What follows belongs to an exercise in optimizing a design on an open flow for small area, a short achievable clock period and few clock cycles per item; a production flow would make more cautious choices. At most, simulation tests tie the RTL to the original design; equivalence was not proved.

==> job 4203: inputs <==
==> flow/design.v <==
module fcodec_rx (
    input  wire        clk,
    input  wire        rst,
    input  wire        host_req,
    input  wire        host_we,
    input  wire [11:0] host_addr,
    input  wire [15:0] host_wdata,
    output wire        host_ack,
    output reg  [15:0] host_rdata,
    input  wire        rx_valid,
    input  wire        rx_fail,
    input  wire [7:0]  rx_data,
    output wire        rx_ready
);
    localparam [1:0] PH_IDLE   = 2'd0;
    localparam [1:0] PH_RECV   = 2'd1;
    localparam [1:0] PH_FAILED = 2'd2;
    localparam [1:0] PH_DEC    = 2'd3;
    localparam [3:0] ST_OK     = 4'h0;
    localparam [3:0] ST_TRUNC  = 4'h2;
    localparam [3:0] ST_INTEG  = 4'h3;
    localparam [3:0] ST_XPORT  = 4'h4;
    localparam [3:0] ST_BADHDR = 4'h5;
    localparam [3:0] ST_BADLEN = 4'h6;
    localparam [3:0] ST_INPROG = 4'hE;
    localparam [3:0] ST_NONE   = 4'hF;
    reg [1:0] phase;
    reg [2:0] operr;
    reg [3:0] rx_status;
    reg [8:0] rx_nbytes;
    reg [8:0] rx_count;
    reg [7:0] rx_len, rx_cmd, rx_ctrl, rx_csum_exp, rx_csum_rcv;
    reg       rx_valid_r;
    reg [8:0] trk_m;
    reg [7:0] trk_sum;
    reg [7:0] trk_last;
    reg [2:0] rot;
    reg [7:0] lo [0:15];
    reg [7:0] hi [0:2];
    reg [7:0] ring [0:239];
    reg [8:0] pf_addr;
    reg [7:0] pf_data;
    reg       pf_ok;
    reg [8:0] ma;
    wire ph_idle = (phase == PH_IDLE);
    wire ph_recv = (phase == PH_RECV);
    wire ph_fail = (phase == PH_FAILED);
    wire ph_dec  = (phase == PH_DEC);
    wire host_rxf  = (host_addr[11:9] == 3'b010);
    wire host_ring = host_rxf && !host_addr[8] && (host_addr[7:4] != 4'd0);
    wire wr_wait   = host_ring && (host_addr[2:0] != rot);
    wire pf_match  = (pf_addr == host_addr[8:0]);
    reg  cnt_ok;      
    assign host_ack = !ph_dec && !(host_rxf && (host_we ? (!host_addr[8] && (host_addr[7:4] != 4'd0) && (host_addr[2:0] != rot))
                                                      : !(pf_ok && pf_match)));
    assign rx_ready = ph_recv && cnt_ok;
    wire host_wr   = host_req && host_we && host_ack;
    wire rx_step   = rx_valid && rx_ready;
    wire step_byte = rx_step && !rx_fail;
    wire step_fail = rx_step && rx_fail;
    wire       is_rxf_addr = host_rxf && (host_addr[8:0] <= 9'd258);
    wire       rxf_hwr     = host_wr && is_rxf_addr && ph_idle;
    wire [7:0] hdr0  = lo[0];
    wire [7:0] hdr1  = lo[1];
    wire [7:0] len_b = lo[2];
    wire [8:0] count_inc  = rx_count + 9'd1;
    wire       frame_done = step_byte && (rx_count >= 9'd3) && (rx_count == {1'b0, len_b} + 9'd3);
    wire       buf_we    = ph_recv ? step_byte : rxf_hwr;
    wire [8:0] buf_waddr = ph_recv ? rx_count : host_addr[8:0];
    wire [7:0] buf_wdata = ph_recv ? rx_data : host_wdata[7:0];
    reg        pw_we;
    reg  [4:0] pw_bank;
    reg  [7:0] pw_data;
    always @(posedge clk) begin
        if (rst)
            pw_we <= 1'b0;
        else
            pw_we <= buf_we && !buf_waddr[8] && (buf_waddr[7:4] != 4'd0);
        pw_bank <= buf_waddr[7:3];
        pw_data <= buf_wdata;
    end
    always @(posedge clk) begin
        if (rst)
            rot <= 3'd0;
        else
            rot <= rot + 3'd1;
    end
    always @(posedge clk) begin
        if (buf_we && buf_waddr[8:4] == 5'd0)
            lo[buf_waddr[3:0]] <= buf_wdata;
        if (buf_we && buf_waddr[8] && buf_waddr[7:2] == 6'd0 && buf_waddr[1:0] != 2'd3)
            hi[buf_waddr[1:0]] <= buf_wdata;
    end
    genvar gb, gk;
    generate
        for (gb = 2; gb < 32; gb = gb + 1) begin : g_ring
            for (gk = 0; gk < 7; gk = gk + 1) begin : g_slot
                always @(posedge clk)
                    ring[(gb - 2) * 8 + gk] <= ring[(gb - 2) * 8 + gk + 1];
            end
            always @(posedge clk)
                ring[(gb - 2) * 8 + 7] <= (pw_we && pw_bank == gb) ? pw_data : ring[(gb - 2) * 8];
        end
    endgenerate
    function [7:0] fixed_rd(input [8:0] a);
        begin
            if (a[8])
                fixed_rd = (a[7:2] == 6'd0 && a[1:0] != 2'd3) ? hi[a[1:0]] : 8'd0;
            else
                fixed_rd = lo[a[3:0]];
        end
    endfunction
    wire       ma_fixed = ma[8] || (ma[7:4] == 4'd0);
    wire       ma_avail = ma_fixed || (ma[2:0] == rot);
    wire [7:0] ma_data  = ma_fixed ? fixed_rd(ma) : ring[(ma[7:3] - 5'd2) * 8 + 1];
    wire       walk     = ph_dec && (trk_m != rx_nbytes);
    wire       rd_req   = host_req && !host_we && host_rxf && !ph_dec;
    wire [8:0] req_addr = ph_dec ? trk_m : host_addr[8:0];
    wire       req      = rd_req || walk;
    wire       req_eq   = (pf_addr == req_addr);
    wire       req_hit  = req && pf_ok && req_eq;
    wire       req_miss = req && !req_eq;
    wire       req_fix  = req_addr[8] || (req_addr[7:4] == 4'd0);
    reg  [8:0] pf_addr_n, ma_n;
    reg  [7:0] pf_data_n;
    reg        pf_ok_n;
    always @(*) begin
        pf_addr_n = pf_addr;
        pf_data_n = pf_data;
        pf_ok_n   = pf_ok;
        ma_n      = ma;
        if (req_miss) begin
            pf_addr_n = req_addr;
            if (req_fix) begin
                pf_data_n = fixed_rd(req_addr);
                pf_ok_n   = 1'b1;
                ma_n      = req_addr + 9'd1;
            end else begin
                pf_ok_n   = 1'b0;
                ma_n      = req_addr;
            end
        end else if (req_hit || !pf_ok) begin
            pf_addr_n = ma;
            if (ma_avail) begin
                pf_data_n = ma_data;
                pf_ok_n   = 1'b1;
                ma_n      = ma + 9'd1;
            end else begin
                pf_ok_n   = 1'b0;
                ma_n      = ma;
            end
        end
        if (buf_we && buf_waddr == pf_addr_n) begin
            pf_ok_n = 1'b0;
            ma_n    = pf_addr_n;
        end
    end
    always @(posedge clk) begin
        pf_data <= pf_data_n;
        if (rst) begin
            pf_addr <= 9'd0;
            pf_ok   <= 1'b0;
            ma      <= 9'd0;
        end else begin
            pf_addr <= pf_addr_n;
            pf_ok   <= pf_ok_n;
            ma      <= ma_n;
        end
    end
    wire       trk_wr    = buf_we || (walk && req_hit);
    wire [8:0] trk_idx   = ph_dec ? trk_m : buf_waddr;
    wire [7:0] trk_byte  = ph_dec ? pf_data : buf_wdata;
    wire [8:0] trk_m1    = trk_m - 9'd1;
    wire [8:0] dec_n    = frame_done ? count_inc : rx_nbytes;
    wire [7:0] dec_sumx = frame_done ? (trk_sum + trk_last) : trk_sum;
    wire [7:0] dec_rcv  = frame_done ? rx_data : trk_last;
    wire [8:0] flen     = {1'b0, len_b} + 9'd4;
    wire [7:0] dec_exp  = 8'd0 - dec_sumx;
    reg  [3:0] chk_code;
    reg        chk_fail;
    always @(*) begin
        chk_fail = 1'b1;
        chk_code = ST_OK;
        if (dec_n < 9'd6)                         chk_code = ST_TRUNC;
        else if (hdr0 != 8'hAA || hdr1 != 8'hAA)  chk_code = ST_BADHDR;
        else if (len_b < 8'd2)                    chk_code = ST_BADLEN;
        else if (dec_n < flen)                    chk_code = ST_TRUNC;
        else if (dec_n > flen)                    chk_code = ST_BADLEN;
        else                                      chk_fail = 1'b0;
    end
    task automatic publish;
        begin
            phase <= PH_IDLE;
            if (chk_fail) begin
                rx_len      <= 8'd0;
                rx_cmd      <= 8'd0;
                rx_ctrl     <= 8'd0;
                rx_csum_exp <= 8'd0;
                rx_csum_rcv <= 8'd0;
                rx_valid_r  <= 1'b0;
                rx_status   <= chk_code;
            end else if (dec_exp == dec_rcv) begin
                rx_len      <= len_b;
                rx_cmd      <= lo[3];
                rx_ctrl     <= lo[4];
                rx_csum_exp <= dec_rcv;
                rx_csum_rcv <= dec_rcv;
                rx_valid_r  <= 1'b1;
                rx_status   <= ST_OK;
            end else begin
                rx_len      <= 8'd0;
                rx_cmd      <= 8'd0;
                rx_ctrl     <= 8'd0;
                rx_csum_exp <= dec_exp;
                rx_csum_rcv <= dec_rcv;
                rx_valid_r  <= 1'b0;
                rx_status   <= ST_INTEG;
            end
        end
    endtask
    wire [3:0] op_code  = host_wdata[3:0];
    wire       op_write = host_wr && (host_addr == 12'h000);
    wire       op_legal = (host_wdata[15:4] == 12'd0) &&
                          ((op_code <= 4'h5) || (op_code == 4'hF));
    wire       cnt_clr  = op_write && op_legal &&
                          ((op_code == 4'hF) || (op_code == 4'h4 && !ph_recv && !ph_fail));
    wire [8:0] count_nx = cnt_clr ? 9'd0 : (step_byte ? count_inc : rx_count);
    always @(posedge clk) begin
        if (rst)
            cnt_ok <= 1'b1;
        else
            cnt_ok <= count_nx[8] || (count_nx[7:4] == 4'd0) || (count_nx[2:0] == rot + 3'd1);
    end
    always @(posedge clk) begin
        if (rst) begin
            phase       <= PH_IDLE;
            operr       <= 3'd0;
            rx_status   <= ST_NONE;
            rx_nbytes   <= 9'd0;
            rx_count    <= 9'd0;
            rx_len      <= 8'd0;
            rx_cmd      <= 8'd0;
            rx_ctrl     <= 8'd0;
            rx_csum_exp <= 8'd0;
            rx_csum_rcv <= 8'd0;
            rx_valid_r  <= 1'b0;
            trk_m       <= 9'd0;
            trk_sum     <= 8'd0;
            trk_last    <= 8'd0;
        end else begin
            if (trk_wr) begin
                if (trk_idx == 9'd0) begin
                    trk_m    <= 9'd1;
                    trk_sum  <= 8'd0;
                    trk_last <= trk_byte;
                end else if (trk_idx == trk_m) begin
                    trk_m    <= trk_m + 9'd1;
                    if (trk_m >= 9'd4)
                        trk_sum <= trk_sum + trk_last;
                    trk_last <= trk_byte;
                end else if (trk_idx == trk_m1) begin
                    trk_last <= trk_byte;
                end else if (trk_idx >= 9'd3 && trk_idx < trk_m) begin
                    trk_m   <= 9'd0;
                    trk_sum <= 8'd0;
                end
            end
            if (step_byte) begin
                rx_count <= count_inc;
                if (frame_done) begin
                    rx_nbytes <= count_inc;
                    publish;
                end
            end else if (step_fail) begin
                rx_nbytes <= rx_count;
                phase     <= PH_FAILED;
                rx_status <= ST_XPORT;
            end
            if (ph_dec && trk_m == rx_nbytes)
                publish;
            if (host_wr && host_addr == 12'h00A && ph_idle)
                rx_nbytes <= (host_wdata[8:0] > 9'd259) ? 9'd259 : host_wdata[8:0];
            if (op_write) begin
                if (!op_legal) begin
                    operr <= 3'd1;
                end else if (op_code == 4'hF) begin
                    operr       <= 3'd0;
                    phase       <= PH_IDLE;
                    rx_status   <= ST_NONE;
                    rx_nbytes   <= 9'd0;
                    rx_count    <= 9'd0;
                    rx_len      <= 8'd0;
                    rx_cmd      <= 8'd0;
                    rx_ctrl     <= 8'd0;
                    rx_csum_exp <= 8'd0;
                    rx_csum_rcv <= 8'd0;
                    rx_valid_r  <= 1'b0;
                end else if (op_code == 4'h4 || op_code == 4'h5) begin
                    if (ph_recv) begin
                        operr <= 3'd2;
                    end else if (ph_fail) begin
                        operr <= 3'd3;
                    end else begin
                        operr <= 3'd0;
                        if (op_code == 4'h4) begin
                            rx_count    <= 9'd0;
                            rx_len      <= 8'd0;
                            rx_cmd      <= 8'd0;
                            rx_ctrl     <= 8'd0;
                            rx_csum_exp <= 8'd0;
                            rx_csum_rcv <= 8'd0;
                            rx_valid_r  <= 1'b0;
                            rx_status   <= ST_INPROG;
                            phase       <= PH_RECV;
                        end else if (chk_fail || trk_m == rx_nbytes) begin
                            publish;
                        end else begin
                            phase <= PH_DEC;
                            if (trk_m > rx_nbytes) begin
                                trk_m   <= 9'd3;
                                trk_sum <= 8'd0;
                            end
                        end
                    end
                end else begin
                    operr <= 3'd0;
                end
            end
        end
    end
    wire [7:0] rx_plen = rx_valid_r ? (rx_len - 8'd2) : 8'd0;
    wire [1:0] ra = host_addr[1:0];
    reg  [8:0] g0, g2, g3, g4;
    always @(*) begin
        case (ra)
            2'd1:    g0 = {2'd0, operr, ph_fail, 1'b0, ph_recv, 1'b0};
            2'd3:    g0 = {5'd0, rx_status};
            default: g0 = 9'd0;
        endcase
        case (ra)
            2'd2:    g2 = rx_nbytes;
            2'd3:    g2 = rx_count;
            default: g2 = 9'd0;
        endcase
        case (ra)
            2'd0:    g3 = {1'b0, rx_len};
            2'd1:    g3 = {1'b0, rx_cmd};
            2'd2:    g3 = {1'b0, rx_ctrl};
            default: g3 = {1'b0, rx_plen};
        endcase
        case (ra)
            2'd0:    g4 = {1'b0, rx_csum_exp};
            2'd1:    g4 = {1'b0, rx_csum_rcv};
            2'd2:    g4 = {8'd0, rx_valid_r};
            default: g4 = 9'd0;
        endcase
    end
    wire [8:0] reg_rd = ({9{host_addr[4:2] == 3'd0}} & g0) | ({9{host_addr[4:2] == 3'd2}} & g2) |
                        ({9{host_addr[4:2] == 3'd3}} & g3) | ({9{host_addr[4:2] == 3'd4}} & g4);
    wire host_regs = (host_addr[11:5] == 7'd0);
    always @(*) begin
        host_rdata       = 16'h0000;
        host_rdata[8:0]  = ({9{host_regs}} & reg_rd) | ({9{host_rxf}} & {1'b0, pf_data});
    end
endmodule
==> flow/run.sh <==
#!/bin/bash
# synth_recipe.tcl (not shown) runs the flow's synth.tcl, then flattens the netlist and writes it again
# the make line also repeats each setting of config.mk as NAME=value (left out here)
make -C /OpenROAD-flow-scripts/flow DESIGN_CONFIG=/design/flow/config.mk WORK_HOME=/design/flow/orfs CLKGATE_MAP_FILE= SYNTH_SCRIPT=/design/flow/synth_recipe.tcl finish
==> flow/config.mk <==
export PLATFORM = sky130hd
export DESIGN_NAME = fcodec_rx
export DESIGN_NICKNAME = fcodec_rx
export VERILOG_FILES = /design/flow/design.v
export SDC_FILE = /design/flow/constraint.sdc
export NUM_CORES = 4
export LEC_CHECK = 0
export CAP_MARGIN = 20
export CORE_MARGIN = 2
export CORE_UTILIZATION = 40
export CTS_CLUSTER_DIAMETER = 80
export CTS_CLUSTER_SIZE = 28
export PLACE_DENSITY = 0.6
export SETUP_SLACK_MARGIN = 5
export SLEW_MARGIN = 20
==> flow/constraint.sdc <==
create_clock -name core_clock -period 10.0 [get_ports {clk}]
set_input_delay 2.0000 -clock core_clock [delete_from_list [all_inputs] [get_ports {clk}]]
set_output_delay 2.0000 -clock core_clock [all_outputs]
set_load 0.01 [all_outputs]
==> job 8385: changes against job 4203 <==
--- a/flow/design.v
+++ b/flow/design.v
@@ -35,9 +35,9 @@
     reg [7:0] trk_sum;
     reg [7:0] trk_last;
     reg [2:0] rot;
-    reg [7:0] lo [0:15];
+    reg [7:0] lo [0:7];
     reg [7:0] hi [0:2];
-    reg [7:0] ring [0:239];
+    reg [7:0] ring [0:247];
     reg [8:0] pf_addr;
     reg [7:0] pf_data;
     reg       pf_ok;
@@ -47,13 +47,12 @@
     wire ph_fail = (phase == PH_FAILED);
     wire ph_dec  = (phase == PH_DEC);
     wire host_rxf  = (host_addr[11:9] == 3'b010);
-    wire host_ring = host_rxf && !host_addr[8] && (host_addr[7:4] != 4'd0);
+    wire host_ring = host_rxf && !host_addr[8] && (host_addr[7:3] != 5'd0);
     wire wr_wait   = host_ring && (host_addr[2:0] != rot);
     wire pf_match  = (pf_addr == host_addr[8:0]);
-    reg  cnt_ok;      
-    assign host_ack = !ph_dec && !(host_rxf && (host_we ? (!host_addr[8] && (host_addr[7:4] != 4'd0) && (host_addr[2:0] != rot))
-                                                      : !(pf_ok && pf_match)));
-    assign rx_ready = ph_recv && cnt_ok;
+    wire cnt_wait  = !rx_count[8] && (rx_count[7:3] != 5'd0) && (rx_count[2:0] != rot);
+    assign host_ack = !ph_dec && (host_we ? !wr_wait : (!host_rxf || (pf_ok && pf_match)));
+    assign rx_ready = ph_recv && !cnt_wait;
     wire host_wr   = host_req && host_we && host_ack;
     wire rx_step   = rx_valid && rx_ready;
     wire step_byte = rx_step && !rx_fail;
@@ -68,17 +67,6 @@
     wire       buf_we    = ph_recv ? step_byte : rxf_hwr;
     wire [8:0] buf_waddr = ph_recv ? rx_count : host_addr[8:0];
     wire [7:0] buf_wdata = ph_recv ? rx_data : host_wdata[7:0];
-    reg        pw_we;
-    reg  [4:0] pw_bank;
-    reg  [7:0] pw_data;
-    always @(posedge clk) begin
-        if (rst)
-            pw_we <= 1'b0;
-        else
-            pw_we <= buf_we && !buf_waddr[8] && (buf_waddr[7:4] != 4'd0);
-        pw_bank <= buf_waddr[7:3];
-        pw_data <= buf_wdata;
-    end
     always @(posedge clk) begin
         if (rst)
             rot <= 3'd0;
@@ -86,20 +74,21 @@
             rot <= rot + 3'd1;
     end
     always @(posedge clk) begin
-        if (buf_we && buf_waddr[8:4] == 5'd0)
-            lo[buf_waddr[3:0]] <= buf_wdata;
+        if (buf_we && buf_waddr[8:3] == 6'd0)
+            lo[buf_waddr[2:0]] <= buf_wdata;
         if (buf_we && buf_waddr[8] && buf_waddr[7:2] == 6'd0 && buf_waddr[1:0] != 2'd3)
             hi[buf_waddr[1:0]] <= buf_wdata;
     end
     genvar gb, gk;
     generate
-        for (gb = 2; gb < 32; gb = gb + 1) begin : g_ring
+        for (gb = 1; gb < 32; gb = gb + 1) begin : g_ring
             for (gk = 0; gk < 7; gk = gk + 1) begin : g_slot
                 always @(posedge clk)
-                    ring[(gb - 2) * 8 + gk] <= ring[(gb - 2) * 8 + gk + 1];
+                    ring[(gb - 1) * 8 + gk] <= ring[(gb - 1) * 8 + gk + 1];
             end
             always @(posedge clk)
-                ring[(gb - 2) * 8 + 7] <= (pw_we && pw_bank == gb) ? pw_data : ring[(gb - 2) * 8];
+                ring[(gb - 1) * 8 + 7] <= (buf_we && buf_waddr[8:3] == gb) ? buf_wdata
+                                                                           : ring[(gb - 1) * 8];
         end
     endgenerate
     function [7:0] fixed_rd(input [8:0] a);
@@ -107,12 +96,12 @@
             if (a[8])
                 fixed_rd = (a[7:2] == 6'd0 && a[1:0] != 2'd3) ? hi[a[1:0]] : 8'd0;
             else
-                fixed_rd = lo[a[3:0]];
+                fixed_rd = lo[a[2:0]];
         end
     endfunction
-    wire       ma_fixed = ma[8] || (ma[7:4] == 4'd0);
-    wire       ma_avail = ma_fixed || (ma[2:0] == rot);
-    wire [7:0] ma_data  = ma_fixed ? fixed_rd(ma) : ring[(ma[7:3] - 5'd2) * 8 + 1];
+    wire       ma_fixed = ma[8] || (ma[7:3] == 5'd0);
+    wire       ma_avail = ma_fixed || (ma[2:0] == rot + 3'd1);
+    wire [7:0] ma_data  = ma_fixed ? fixed_rd(ma) : ring[(ma[7:3] - 5'd1) * 8 + 1];
     wire       walk     = ph_dec && (trk_m != rx_nbytes);
     wire       rd_req   = host_req && !host_we && host_rxf && !ph_dec;
     wire [8:0] req_addr = ph_dec ? trk_m : host_addr[8:0];
@@ -120,7 +109,7 @@
     wire       req_eq   = (pf_addr == req_addr);
     wire       req_hit  = req && pf_ok && req_eq;
     wire       req_miss = req && !req_eq;
-    wire       req_fix  = req_addr[8] || (req_addr[7:4] == 4'd0);
+    wire       req_fix  = req_addr[8] || (req_addr[7:3] == 5'd0);
     reg  [8:0] pf_addr_n, ma_n;
     reg  [7:0] pf_data_n;
     reg        pf_ok_n;
@@ -222,15 +211,6 @@
     wire       op_write = host_wr && (host_addr == 12'h000);
     wire       op_legal = (host_wdata[15:4] == 12'd0) &&
                           ((op_code <= 4'h5) || (op_code == 4'hF));
-    wire       cnt_clr  = op_write && op_legal &&
-                          ((op_code == 4'hF) || (op_code == 4'h4 && !ph_recv && !ph_fail));
-    wire [8:0] count_nx = cnt_clr ? 9'd0 : (step_byte ? count_inc : rx_count);
-    always @(posedge clk) begin
-        if (rst)
-            cnt_ok <= 1'b1;
-        else
-            cnt_ok <= count_nx[8] || (count_nx[7:4] == 4'd0) || (count_nx[2:0] == rot + 3'd1);
-    end
     always @(posedge clk) begin
         if (rst) begin
             phase       <= PH_IDLE;
@@ -329,37 +309,25 @@
         end
     end
     wire [7:0] rx_plen = rx_valid_r ? (rx_len - 8'd2) : 8'd0;
-    wire [1:0] ra = host_addr[1:0];
-    reg  [8:0] g0, g2, g3, g4;
-    always @(*) begin
-        case (ra)
-            2'd1:    g0 = {2'd0, operr, ph_fail, 1'b0, ph_recv, 1'b0};
-            2'd3:    g0 = {5'd0, rx_status};
-            default: g0 = 9'd0;
-        endcase
-        case (ra)
-            2'd2:    g2 = rx_nbytes;
-            2'd3:    g2 = rx_count;
-            default: g2 = 9'd0;
-        endcase
-        case (ra)
-            2'd0:    g3 = {1'b0, rx_len};
-            2'd1:    g3 = {1'b0, rx_cmd};
-            2'd2:    g3 = {1'b0, rx_ctrl};
-            default: g3 = {1'b0, rx_plen};
-        endcase
-        case (ra)
-            2'd0:    g4 = {1'b0, rx_csum_exp};
-            2'd1:    g4 = {1'b0, rx_csum_rcv};
-            2'd2:    g4 = {8'd0, rx_valid_r};
-            default: g4 = 9'd0;
-        endcase
-    end
-    wire [8:0] reg_rd = ({9{host_addr[4:2] == 3'd0}} & g0) | ({9{host_addr[4:2] == 3'd2}} & g2) |
-                        ({9{host_addr[4:2] == 3'd3}} & g3) | ({9{host_addr[4:2] == 3'd4}} & g4);
-    wire host_regs = (host_addr[11:5] == 7'd0);
     always @(*) begin
-        host_rdata       = 16'h0000;
-        host_rdata[8:0]  = ({9{host_regs}} & reg_rd) | ({9{host_rxf}} & {1'b0, pf_data});
+        host_rdata = 16'h0000;
+        if (host_rxf) begin
+            host_rdata = {8'h00, pf_data};
+        end else begin
+            case (host_addr)
+                12'h001: host_rdata = {9'd0, operr, ph_fail, 1'b0, ph_recv, 1'b0};
+                12'h003: host_rdata = {12'd0, rx_status};
+                12'h00A: host_rdata = {7'd0, rx_nbytes};
+                12'h00B: host_rdata = {7'd0, rx_count};
+                12'h00C: host_rdata = {8'd0, rx_len};
+                12'h00D: host_rdata = {8'd0, rx_cmd};
+                12'h00E: host_rdata = {8'd0, rx_ctrl};
+                12'h00F: host_rdata = {8'd0, rx_plen};
+                12'h010: host_rdata = {8'd0, rx_csum_exp};
+                12'h011: host_rdata = {8'd0, rx_csum_rcv};
+                12'h012: host_rdata = {15'd0, rx_valid_r};
+                default: host_rdata = 16'h0000;
+            endcase
+        end
     end
 endmodule
Settings changed: CTS_CLUSTER_DIAMETER 80 to default, CTS_CLUSTER_SIZE 28 to default.
==> flow_summary.ini <==
[logic_synthesis]
synth-simple-area-share_pct = 6.12

[power]
switching_power_w = 0.00351
switching_share_pct = 20.8

[setup_path]
ff2ff_setup_slack_ns = 5.28

[routing]
drt_iter0_markers = 2328

[clocking]
numClockSinks = 2197
cts_buffers = 193

[final_layout]
multi_input_area_um2 = 14000
synthToLayoutAreaGrowth_pct = 17.8
num-fill-cells = 12702

[sta]
worst_slack_ns = 3.83
slew_headroom_pct = 13.1

[run_status]
status = finished clean

[placement]
place_ws_ns = 2.75
the above is filed under job 8385

==> flow_summary.ini <==
[power]
switching_power_w = 0.00328

[setup_path]
ff2ff_setup_slack_ns = 4.91

[clocking]
numClockSinks = 2213
cts_buffers = 99

[sta]
slew_headroom_pct = 21.8
worst_slack_ns = 4.50

[run_status]
status = finished clean

[routing]
drt_iter0_markers = 2443
the above is filed under job 4203

Testbench counts of job 8385, summed over its fixed seeds: cycles 83,225, frames 960.
Function not checked in job 4203: the RTL went through the layout flow alone.

==> re-timing with driven ports <==
How much do the figures lean on ideal ports? The routed layouts below were timed once more, with nothing changed but the port constraints.
Step 1 sets driving cells, clkbuf_16 on the clock port and buf_2 on the other inputs (assumed; they add their load-dependent delay and slew).
Step 2, shift: input delay + t, output delay - t, t = (earliest + latest rising clock arrival at the registers) / 2. This alone moves slack from input paths to output paths.
Three values: no drivers, after step 1, after step 2; two values: the first two.
run	t, ns	setup WS [ns]	slew at the worst register clock pin (ns)
job 4203	0.816	4.502 / 4.449 / 3.788	0.11 / 0.11
job 8385	0.863	3.834 / 3.802 / 3.802	0.07 / 0.07
After both steps every run listed still meets setup and hold. For job 4203, which loses most, drivers alone change the setup slack by -0.053 ns; drivers and shift together by -0.714 ns.
